Source: an optimization exercise on an open RTL-to-GDS flow (aim: small area, a short achievable clock period and few clock cycles). Production flows keep margins and buffers that such runs may drop. In this exercise RTL edits were held to simulation tests only and were not proved equivalent to the original. Power figures rest on the tool's default switching activity, not on a simulated workload.

==> inputs of v28 <==
## intdec
module intdec (
    input  wire        clk,
    input  wire        rst,
    input  wire        start,
    input  wire [63:0] in_len,
    input  wire [63:0] out_cap,
    output wire        in_rd,
    output wire [12:0] in_raddr,
    input  wire [63:0] in_rdata,
    output reg         out_we,
    output wire [15:0] out_addr,
    output wire [63:0] out_wdata,
    output wire [13:0] status,
    output wire [63:0] result_len,
    output wire [63:0] err_info
);
export LEC_CHECK = 0
export CAP_MARGIN = 20
export CORE_MARGIN = 2
export CORE_UTILIZATION = 45
export SETUP_SLACK_MARGIN = 4.6
export SLEW_MARGIN = 20
export TNS_END_PERCENT = 5
create_clock -name core_clock -period 8.0 [get_ports {clk}]
standard.sh (not shown) runs the stock make flow with config.mk's settings and CLKGATE_MAP_FILE= SYNTH_SCRIPT=/design/flow/synth_recipe.tcl, a recipe that flattens the netlist after the stock synthesis.
==> flow/flow/run.sh <==
#!/bin/bash
# The standard layout (the standard.sh, unchanged synthesis and steps), with the
# port buffers that global placement inserts made of the smallest plain buffer cell
# (sky130_fd_sc_hd__buf_1) instead of the one buffer_ports picks by default.
set -euo pipefail
export BUFFER_PORTS_ARGS="-buffer_cell sky130_fd_sc_hd__buf_1"
bash standard.sh > standard_flow.log 2>&1
==> v2 (differences from v28) <==
--- a/flow/design.v
+++ b/flow/design.v
@@ -34,12 +34,11 @@
     reg        r_keep;        
     reg [63:0] w;             
     reg [63:0] prev;          
     reg [15:0] lp;            
     reg [16:0] oc;            
-    reg [1:0]  ra;            
-    reg        last_r;        
+    reg [12:0] ra;            
     reg [12:0] ar;            
     reg [2:0]  bo;            
     reg [3:0]  vi;            
     reg        vfield;        
     reg        efield;        
@@ -144,11 +143,11 @@
     end
     wire        cap_over = ({cmp_x, cmp_ge} > {4'd0, oc, 1'b0}) ||
                            (state == S_RCHK && prev[63:17] != 47'd0);
     wire        in_range = (prev[63:17] != 47'd0) || (prev[16] && prev[15:0] != 16'd0);
     wire        pk_fast  = counted || (oc[16] && lp[15:11] == 5'd0);
-    wire        is_lastw = last_r;
+    wire        is_lastw = (ra == lp[15:3]);
     wire        var_end  = ((lp[15:5] == 11'd0) && ({ra[1:0], bo} > lp[4:0])) || (vi == 4'd10);
     wire        var_stop = !cur_byte[7];
     wire        var_bad  = (vi == 4'd9) && (cur_byte[6:1] != 6'd0);
     wire        var_err  = var_end || (var_stop && var_bad);
     wire        rem1     = rle1 && !rem0;
@@ -242,12 +241,11 @@
     assign in_raddr = ar;
     wire [59:0] w_shifted = w[59:0] >> wbits;
     always @(posedge clk) begin
         acc <= r_keep ? sum : v;
         v   <= (zzx & {64{v_zz}}) | (prev & {64{v_prev}}) | {43'd0, v_small};
-        ra     <= ar[1:0];
-        last_r <= (ar == lp[15:3]);
+        ra  <= ar;
         ar  <= ar_zero ? 13'd0 : (ar_inc ? ar + 13'd1 : ar);
         if (w_load)
             w <= field;
         else if (state == S_VAR && !vfield)
             w <= (w & {64{vi != 4'd0}}) | vpart;
Settings changed: TNS_END_PERCENT 5 to 15.
==> v36 (differences from v28) <==
--- a/flow/design.v
+++ b/flow/design.v
@@ -34,12 +34,11 @@
     reg        r_keep;        
     reg [63:0] w;             
     reg [63:0] prev;          
     reg [15:0] lp;            
     reg [16:0] oc;            
-    reg [1:0]  ra;            
-    reg        last_r;        
+    reg [12:0] ra;            
     reg [12:0] ar;            
     reg [2:0]  bo;            
     reg [3:0]  vi;            
     reg        vfield;        
     reg        efield;        
@@ -144,11 +143,11 @@
     end
     wire        cap_over = ({cmp_x, cmp_ge} > {4'd0, oc, 1'b0}) ||
                            (state == S_RCHK && prev[63:17] != 47'd0);
     wire        in_range = (prev[63:17] != 47'd0) || (prev[16] && prev[15:0] != 16'd0);
     wire        pk_fast  = counted || (oc[16] && lp[15:11] == 5'd0);
-    wire        is_lastw = last_r;
+    wire        is_lastw = (ra == lp[15:3]);
     wire        var_end  = ((lp[15:5] == 11'd0) && ({ra[1:0], bo} > lp[4:0])) || (vi == 4'd10);
     wire        var_stop = !cur_byte[7];
     wire        var_bad  = (vi == 4'd9) && (cur_byte[6:1] != 6'd0);
     wire        var_err  = var_end || (var_stop && var_bad);
     wire        rem1     = rle1 && !rem0;
@@ -242,12 +241,11 @@
     assign in_raddr = ar;
     wire [59:0] w_shifted = w[59:0] >> wbits;
     always @(posedge clk) begin
         acc <= r_keep ? sum : v;
         v   <= (zzx & {64{v_zz}}) | (prev & {64{v_prev}}) | {43'd0, v_small};
-        ra     <= ar[1:0];
-        last_r <= (ar == lp[15:3]);
+        ra  <= ar;
         ar  <= ar_zero ? 13'd0 : (ar_inc ? ar + 13'd1 : ar);
         if (w_load)
             w <= field;
         else if (state == S_VAR && !vfield)
             w <= (w & {64{vi != 4'd0}}) | vpart;
==> flow/run.sh (new file) <==
#!/bin/bash
# synth_recipe.tcl (not shown) runs the flow's synth.tcl, then flattens the netlist and writes it again
# the make line also repeats each setting of config.mk as NAME=value (left out here)
make -C /OpenROAD-flow-scripts/flow DESIGN_CONFIG=/design/flow/config.mk WORK_HOME=/design/flow/orfs CLKGATE_MAP_FILE= SYNTH_SCRIPT=/design/flow/synth_recipe.tcl finish
Settings changed: TNS_END_PERCENT 5 to 15.
removed: flow/flow/run.sh
removed: flow/standard.sh
==> summary of the runs <==
Between v36 and v2, the lower via count is in v2 (gap 4.7%, measured against v2).
Non-clock buffer count, lowest first: v28, v2, v36.
Cell count, highest first: v36, v28, v2.
In v2 the power is larger than in v28, by 9.8%.
The highest worst hold slack belongs to v28, the lowest to v36.
Global-route usage, lowest first: v2, v28, v36.
Testbench counts of v28, summed over its fixed seeds: cycles 29,181.
Testbench counts of v2, summed over its fixed seeds: cycles 29,181.
Testbench counts of v36, summed over its fixed seeds: cycles 29,181.

==> separate check: timing with driven ports <==
In the flow no input, the clock included, has a driving cell. The finished layouts below were timed again as built, in two steps. Step 1 assumes that a clkbuf_16 drives the clock port and a buf_2 every other input. Step 2 moves the port delays by t, midway between the first and last clock arrival at a register: inputs arrive t later, outputs are due t later. That takes back most of the time a late clock gives input paths. Three values: ideal ports, drivers, drivers and shift; two values: the first two.
run	shift t [ns]	setup WS [ns]	hold slack, ns	worst data-port slew with drivers (ns)	cell pins on the clock port's net
v28	0.677	4.420 / 4.424 / 3.786	0.464 / 0.464 / 0.464	0.11	1
v2	0.657	4.500 / 4.507 / 3.884	0.391 / 0.391 / 0.391	0.05	1
v36	0.673	4.463 / 4.394 / 3.877	0.389 / 0.389 / 0.389	0.06	1
After both steps every run listed still meets setup and hold. The setup slack of v28, which loses most, moves by +0.004 ns with the drivers and by -0.634 ns with both steps.
